From an optimization exercise on the open Yosys and OpenROAD flow, aimed at small area, a short achievable clock period and few clock cycles per item; shortcuts taken in it are not production practice. The RTL of this run was laid out without a check of its function.

File: design/flow/run.sh
#!/bin/bash
# synth_recipe.tcl (not shown) runs the flow's synth.tcl, then flattens the netlist and writes it again
# the make line also repeats each setting of config.mk as NAME=value (left out here)
make -C /OpenROAD-flow-scripts/flow DESIGN_CONFIG=/design/flow/config.mk WORK_HOME=/design/flow/orfs CLKGATE_MAP_FILE= SYNTH_SCRIPT=/design/flow/synth_recipe.tcl finish
File: design/flow/config.mk
export PLATFORM = sky130hd
export DESIGN_NAME = grad_stream
export DESIGN_NICKNAME = grad_stream
export VERILOG_FILES = /design/flow/design.v
export SDC_FILE = /design/flow/constraint.sdc
export NUM_CORES = 4
export LEC_CHECK = 0
export CAP_MARGIN = 20
export CORE_MARGIN = 2
export CORE_UTILIZATION = 40
export SLEW_MARGIN = 20
File: design/flow/constraint.sdc
create_clock -name core_clock -period 30.0 [get_ports {clk}]
set_input_delay 6.0000 -clock core_clock [delete_from_list [all_inputs] [get_ports {clk}]]
set_output_delay 6.0000 -clock core_clock [all_outputs]
set_load 0.01 [all_outputs]
File: design/flow/design.v
module grad_stream (
    input  wire       clk,
    input  wire       rst,
    input  wire       in_valid,
    output wire       in_ready,
    input  wire       in_sof,
    input  wire [6:0] in_width,
    input  wire [1:0] in_preset,
    input  wire [7:0] in_pix,
    output reg        out_valid,
    input  wire       out_ready,
    output reg  [7:0] out_mag
);
    reg       rdy;
    reg       acc_r;
    reg       sof_r;
    reg [6:0] w_r;
    reg [1:0] pre_r;
    reg [7:0] pix_r;
    assign in_ready = rdy;
    wire accept = in_valid && rdy;
    always @(posedge clk) begin
        acc_r <= accept && !rst;
        sof_r <= in_sof;
        w_r   <= in_width;
        pre_r <= in_preset;
        pix_r <= in_pix;
    end
    reg [6:0] x;           
    reg [1:0] y;           
    reg [6:0] wm1;         
    reg [1:0] preset;
    reg [5:0] seg;         
    wire last     = !sof_r && (x == wm1);
    wire interior = !sof_r && (y == 2'd2) && (x >= 7'd2);
    wire [6:0] vlen  = w_r - 7'd3;
    wire       use30 = (vlen >= 7'd30);
    wire [6:0] vrest = use30 ? vlen - 7'd30 : vlen;
    always @(posedge clk) begin
        if (acc_r) begin
            if (sof_r) begin
                wm1    <= w_r - 7'd1;
                preset <= pre_r;
                seg    <= {use30, vrest[4:0]};
                x      <= 7'd1;
                y      <= 2'd0;
            end else if (last) begin
                x <= 7'd0;
                if (y != 2'd2) y <= y + 2'd1;
            end else
                x <= x + 7'd1;
        end
    end
    reg [7:0] s0, s1, s2;
    reg [7:0] t0, t1, t2;
    reg [7:0] u0, u1, u2;
    reg [7:0] a1  [0:0];
    reg [7:0] a2  [0:1];
    reg [7:0] a4  [0:3];
    reg [7:0] a8  [0:7];
    reg [7:0] a16 [0:15];
    reg [7:0] a30 [0:29];
    reg [7:0] b1  [0:0];
    reg [7:0] b2  [0:1];
    reg [7:0] b4  [0:3];
    reg [7:0] b8  [0:7];
    reg [7:0] b16 [0:15];
    reg [7:0] b30 [0:29];
    wire [7:0] a1o  = seg[0] ? a1[0]   : s2;
    wire [7:0] a2o  = seg[1] ? a2[1]   : a1o;
    wire [7:0] a4o  = seg[2] ? a4[3]   : a2o;
    wire [7:0] a8o  = seg[3] ? a8[7]   : a4o;
    wire [7:0] a16o = seg[4] ? a16[15] : a8o;
    wire [7:0] a30o = seg[5] ? a30[29] : a16o;
    wire [7:0] b1o  = seg[0] ? b1[0]   : t2;
    wire [7:0] b2o  = seg[1] ? b2[1]   : b1o;
    wire [7:0] b4o  = seg[2] ? b4[3]   : b2o;
    wire [7:0] b8o  = seg[3] ? b8[7]   : b4o;
    wire [7:0] b16o = seg[4] ? b16[15] : b8o;
    wire [7:0] b30o = seg[5] ? b30[29] : b16o;
    integer k;
    always @(posedge clk) begin
        if (acc_r) begin
            s0 <= pix_r; s1 <= s0; s2 <= s1;
            a1[0] <= s2;
            a2[0] <= a1o;  a2[1] <= a2[0];
            a4[0] <= a2o;  for (k = 1; k < 4;  k = k + 1) a4[k]  <= a4[k-1];
            a8[0] <= a4o;  for (k = 1; k < 8;  k = k + 1) a8[k]  <= a8[k-1];
            a16[0] <= a8o; for (k = 1; k < 16; k = k + 1) a16[k] <= a16[k-1];
            a30[0] <= a16o; for (k = 1; k < 30; k = k + 1) a30[k] <= a30[k-1];
            t0 <= a30o; t1 <= t0; t2 <= t1;
            b1[0] <= t2;
            b2[0] <= b1o;  b2[1] <= b2[0];
            b4[0] <= b2o;  for (k = 1; k < 4;  k = k + 1) b4[k]  <= b4[k-1];
            b8[0] <= b4o;  for (k = 1; k < 8;  k = k + 1) b8[k]  <= b8[k-1];
            b16[0] <= b8o; for (k = 1; k < 16; k = k + 1) b16[k] <= b16[k-1];
            b30[0] <= b16o; for (k = 1; k < 30; k = k + 1) b30[k] <= b30[k-1];
            u0 <= b30o; u1 <= u0; u2 <= u1;
        end
    end
    reg winv;    
    wire [7:0] p00 = u2, p01 = u1, p02 = u0;
    wire [7:0] p10 = t2, p11 = t1, p12 = t0;
    wire [7:0] p20 = s2, p21 = s1, p22 = s0;
    wire signed [9:0] dxa = $signed({2'b0, p02}) - $signed({2'b0, p00});
    wire signed [9:0] dxb = $signed({2'b0, p12}) - $signed({2'b0, p10});
    wire signed [9:0] dxc = $signed({2'b0, p22}) - $signed({2'b0, p20});
    wire signed [9:0] dya = $signed({2'b0, p20}) - $signed({2'b0, p00});
    wire signed [9:0] dyb = $signed({2'b0, p21}) - $signed({2'b0, p01});
    wire signed [9:0] dyc = $signed({2'b0, p22}) - $signed({2'b0, p02});
    wire edge_on = (preset != 2'd3);
    wire sobel   = (preset != 2'd2) && (preset != 2'd3);
    wire signed [11:0] sx_c = (edge_on ? dxa + dxc : 12'sd0) + (sobel ? 2 * dxb : dxb);
    wire signed [11:0] sy_c = (edge_on ? dya + dyc : 12'sd0) + (sobel ? 2 * dyb : dyb);
    reg               v1;
    reg signed [11:0] sx1, sy1;
    wire       nx = sx1[11], ny = sy1[11];
    wire [7:0] mx = sx1[7:0] ^ {8{nx}};
    wire [7:0] my = sy1[7:0] ^ {8{ny}};
    wire       bigx = nx ? !((sx1[11:8] == 4'hf) && (sx1[7:0] != 8'd0)) : (sx1[11:8] != 4'h0);
    wire       bigy = ny ? !((sy1[11:8] == 4'hf) && (sy1[7:0] != 8'd0)) : (sy1[11:8] != 4'h0);
    wire [16:0] sq_c = mx * mx + my * my
                     + (nx ? {mx, 1'b1} : 9'd0) + (ny ? {my, 1'b1} : 9'd0);
    reg        v2;
    reg        sat2;
    reg [16:0] sq2;
    wire       sat2w = sat2 || sq2[16];
    reg  [2:0] r3;       
    reg  [3:0] rem3;
    reg  [9:0] n3;       
    reg        v3, sat3;
    function automatic [17:0] sq_step(input [7:0] root, input [9:0] rem, input [1:0] bits);
        reg [11:0] r;
        reg [11:0] t;
        begin
            r = {rem, bits};
            t = {2'b0, root, 2'b01};
            if (r >= t)
                sq_step = {root[6:0], 1'b1, r[9:0] - t[9:0]};
            else
                sq_step = {root[6:0], 1'b0, r[9:0]};
        end
    endfunction
    reg [7:0]  rt_a;
    reg [9:0]  rm_a;
    reg [17:0] st_a;
    integer ia;
    always @(*) begin
        rt_a = 8'd0; rm_a = 10'd0;
        for (ia = 7; ia >= 5; ia = ia - 1) begin
            st_a = sq_step(rt_a, rm_a, sq2[2*ia +: 2]);
            rt_a = st_a[17:10];
            rm_a = st_a[9:0];
        end
    end
    reg  [5:0] r4;
    reg  [6:0] rem4;
    reg  [3:0] n4;
    reg        v4, sat4;
    reg [7:0]  rt_b;
    reg [9:0]  rm_b;
    reg [17:0] st_b;
    integer ib;
    always @(*) begin
        rt_b = {5'd0, r3}; rm_b = {6'd0, rem3};
        for (ib = 4; ib >= 2; ib = ib - 1) begin
            st_b = sq_step(rt_b, rm_b, n3[2*ib +: 2]);
            rt_b = st_b[17:10];
            rm_b = st_b[9:0];
        end
    end
    reg [7:0]  rt_c;
    reg [9:0]  rm_c;
    reg [17:0] st_c;
    integer ic;
    always @(*) begin
        rt_c = {2'd0, r4}; rm_c = {3'd0, rem4};
        for (ic = 1; ic >= 0; ic = ic - 1) begin
            st_c = sq_step(rt_c, rm_c, n4[2*ic +: 2]);
            rt_c = st_c[17:10];
            rm_c = st_c[9:0];
        end
    end
    wire [7:0] mag_c = sat4 ? 8'd255 : rt_c;
    always @(posedge clk) begin
        sx1  <= sx_c;
        sy1  <= sy_c;
        sq2  <= sq_c;
        sat2 <= bigx || bigy;
        r3   <= rt_a[2:0];
        rem3 <= rm_a[3:0];
        n3   <= sq2[9:0];
        sat3 <= sat2w;
        r4   <= rt_b[5:0];
        rem4 <= rm_b[6:0];
        n4   <= n3[3:0];
        sat4 <= sat3;
    end
    localparam QD = 8;
    reg [7:0] q [0:QD-1];
    reg [2:0] wp, rp;
    reg [3:0] qn;           
    reg [3:0] nout;         
    wire pop   = out_valid && out_ready;
    wire ofree = !out_valid || out_ready;
    wire load  = ofree && (qn != 4'd0);
    wire push  = v4;
    always @(posedge clk) begin
        if (push) q[wp] <= mag_c;
        if (load) out_mag <= q[rp];
    end
    wire [3:0] nbase = nout - {3'd0, acc_r && !interior};
    wire [3:0] nnext = nbase + {3'd0, accept} - {3'd0, pop};
    always @(posedge clk) begin
        if (rst) begin
            winv <= 1'b0;
            v1 <= 1'b0; v2 <= 1'b0; v3 <= 1'b0; v4 <= 1'b0;
            wp <= 3'd0; rp <= 3'd0; qn <= 4'd0;
            out_valid <= 1'b0;
            nout <= 4'd0;
            rdy <= 1'b1;
        end else begin
            winv <= acc_r && interior;
            v1 <= winv;
            v2 <= v1;
            v3 <= v2;
            v4 <= v3;
            if (push) wp <= wp + 3'd1;
            if (load) rp <= rp + 3'd1;
            qn <= qn + {3'd0, push} - {3'd0, load};
            if (ofree) out_valid <= (qn != 4'd0);
            nout <= nnext;
            rdy  <= (nnext <= QD);
        end
    end
endmodule
==> flow_metrics.env <==
export IMPL_hold_path_class="register to register"
export IMPL_die_x_um=354.3
export IMPL_ant_nets=0
export IMPL_num_rows=128
export IMPL_grt_first_pass_wirelength_um=119400
export IMPL_num_antenna_cells=0
export IMPL_yosys_area_top_type="edfxtp_1"
export IMPL_fp_dieH_um=354.3
export IMPL_final_common_cell="edfxtp_1"
export IMPL_timing_fmax_mhz=129.8
export IMPL_cp_max_fo=2
export IMPL_netlist_area_leader_share=0.6993
export IMPL_dp_slack_ns=21.24
export IMPL_ys_flop_type="edfxtp_1"
export IMPL_post_cts_buffers=0
export IMPL_path_delay_family="adder cells"
export IMPL_vias_per_cell=4.665
export IMPL_post_route_cells_drive_above_1_share=0.1247
export IMPL_synth_warnings=13
export IMPL_drt_first_iter_violations=1706
export IMPL_yosys_top_cells_area="edfxtp_1, ha_1, dfxtp_1"
export IMPL_core_um2=121700
export IMPL_setup_slack_ns=22.30
export IMPL_detail_route_wl_per_cell_um=15.90
export IMPL_synth_seq_area_share=0.7474
export IMPL_critical_path_cell_chain="clkdlybuf4s50_1 > and2_1 > fa_1 > ha_1 > inv_1 > ha_1 > inv_1 > fa_1 > xor2_1 > xnor2_1 > nor2_1 > nand2_1"
export IMPL_area_delta_synth_final_pct=13.94
export IMPL_outcome="no timing/DRC/antenna violations"
export IMPL_setup_viol=0
export IMPL_crit_arrival_ns=8.32
export IMPL_rr_endpoint="rem4[4]"
export IMPL_synth_seq_cells=1261
export IMPL_synth_cells=2813
export IMPL_crit_end="rdy"
export IMPL_ctsHtreeMaxLevel=4
export IMPL_crit_start="out_ready"
export IMPL_clock_root_buffer="clkbuf_16"
export IMPL_routed_wl_um=74560
export IMPL_syn_area_per_cell_um2=17.45
export IMPL_ctsHoldBuffers=0
export IMPL_setup_tns_ns=0
export IMPL_nets=3300
export IMPL_grt_max_degree=185
export IMPL_clock_sinks=1261
export IMPL_worst_path_buf_inv=3
export IMPL_finalCritPeriodShare=0.2567
export IMPL_grt_antenna_before_repair=0
export IMPL_met3_length_um=2679
export IMPL_max_slew_margin=0.2853
export IMPL_cp_depth=12
export IMPL_drv_cap=0
export IMPL_clock_skew_ns=0.02460
export IMPL_synth_edff_count=1143
export IMPL_gp_congestion=0.8082
export IMPL_ys_types=75
export IMPL_critical_path_class="input pin to register"
export IMPL_tritoncts="yes"
export IMPL_drtPass1Iterations=5
export IMPL_routed_top_layer="met4"
export IMPL_grt_ovfl_total=0
export IMPL_wl_met1_um=38180
export IMPL_rsz0062_at_grt="no"
export IMPL_cts_buffer_depth=3
export IMPL_initial_core_util=0.4033
export IMPL_ioPinCount=32
export IMPL_first_global_vias=21970
export IMPL_fillCellCount=10420
export IMPL_final_cell_mix="edfxtp_1, inv_1, ha_1, clkbuf_16, nor2_1"
export IMPL_worstSkewPairLatency_ns=0.73
export IMPL_worst_slew_pin_slew_ns=1.072
export IMPL_numCtsBuffers=131
export IMPL_end_kind="register"
export IMPL_hold_viol=0
export IMPL_grt_usage=0.1203
export IMPL_multi_input_area_um2=11110
export IMPL_ctsResizeCount=0
export IMPL_via_count=21870
export IMPL_drc=0
export IMPL_mappedNetlistNets=3157
export IMPL_max_stage_delay_ns=0.41
export IMPL_wl_met2_um=32260
export IMPL_period_minus_slack_ns=7.702
export IMPL_synthArstFlopShare=0
export IMPL_netlist_area_um2=49080
export IMPL_reg2reg_depth=24
export IMPL_startpoint_type="input pin"
export IMPL_dp_hpwl_um=45700
export IMPL_critPathRequiredTime_ns=30.62
export IMPL_path_clk_slew_ns=0.06
export IMPL_ff_latch_area_um2=36690
export IMPL_worstReg2RegStart="r3[2]"
export IMPL_crit_slowest_cell="clkdlybuf4s50_1"
export IMPL_regToRegSetupSlack_ns=23.52
export IMPL_dieArea_um2=125500
export IMPL_io_buffers=31
export IMPL_drv_slew=0
## Yosys cell counts (5+ instances only)
library cell  count
a211oi_1          6
a21o_1           31
a21oi_1         108
a31oi_1           5
and2_1            6
and3_1            8
buf_1             7
clkbuf_1         28
dfxtp_1         118
edfxtp_1       1143
fa_1            106
ha_1            216
inv_1           304
mux2_2           98
mux2i_1           7
mux4_2           16
nand2_1          62
nand2b_1         14
nand3_1          15
nand4_1           6
nor2_1          129
nor2b_1          23
nor3_1           16
nor4_1            9
o21a_1            6
o21ai_0          53
o21bai_1         39
o31ai_1           5
or2_2            29
xnor2_1          84
xor2_1           51
## routing by layer
metal,track usage,vias up
met1,0.1826,10960
met3,0.02581,106
met5,0,-
met4,0.03831,0
met2,0.1724,274
li1,-,10530
## worst min path at each step
stage	startpoint	endpoint	cells after the start
after global routing	n3[1]	n4[1]	0
after CTS	sq2[6]	n3[6]	0
after floorplan	sq2[0]	n3[0]	0
final	sq2[6]	n3[6]	0
after detailed placement	sq2[6]	n3[6]	0
after global placement	sq2[8]	n3[8]	0
## final cells by class
| cell class | count | area share |
|---|---|---|
| clock inverters | 83 | 0.01859 |
| inverters | 305 | 0.02047 |
| clock buffers | 157 | 0.06148 |
| well taps | 1625 | 0.03636 |
| multi-input cells | 1208 | 0.1986 |
| flip-flops and latches | 1261 | 0.6560 |
| repair buffers | 49 | 0.008479 |
## flip-flops by register name (all words and copies together), names as in the netlist, 10 cells and up
register / cells
a30: 240
b30: 240
a16: 128
b16: 128
a8: 64
b8: 64
q: 64
a4: 32
b4: 32
sq2: 17
a2: 16
b2: 16
sx1: 12
sy1: 12
n3: 10
## metrics by stage
step / area [um2] / hold slack [ns] / cells / utilization
floorplan: 49080 / 0.3096 / 2813 / -
finish: 55920 / 0.3209 / 4688 / 0.4595
CTS: 55920 / 0.3237 / 4688 / 0.4594
global route: 55920 / 0.3301 / 4688 / 0.4595
global placement: 51440 / 0.3110 / 4448 / 0.4226
detailed placement: 51440 / 0.3121 / 4448 / 0.4226
## cells by family (layout without fill, tap and decap cells)
logic type / count (synthesis) / after routing / synth area share
AO/OA/AOI/OAI: 287 / 287 / 0.03814
XOR/XNOR: 135 / 135 / 0.02409
adder cells (fa/ha/maj): 322 / 322 / 0.09829
buffers and inverters: 344 / 594 / 0.02641
flip-flops: 1261 / 1261 / 0.7474
multiplexers: 121 / 121 / 0.03125
AND/OR/NAND/NOR: 343 / 343 / 0.03441

port drivers added, routing unchanged:
No port has a modelled driver above. Below, the same layout with a new extraction and two added sets of constraints. Step 1 (the two cells are an assumption about what drives the block):
set clk [get_ports {clk}]
set_driving_cell -lib_cell sky130_fd_sc_hd__clkbuf_16 $clk
set_driving_cell -lib_cell sky130_fd_sc_hd__buf_2 [delete_from_list [all_inputs] $clk]
Step 2, shift: input delay + t, output delay - t, t = (earliest + latest rising clock arrival at the registers) / 2. This alone moves slack from input paths to output paths. a / b / c = ideal ports / drivers / drivers and shift; a / b = the first two.
shift t [ns]: 0.784
slack for setup (ns): 22.298 / 22.284 / 21.552
pins driven straight from the clock port: 1
After both steps this run still meets setup and hold. For this run, drivers alone change the setup slack by -0.014 ns; drivers and shift together by -0.746 ns.
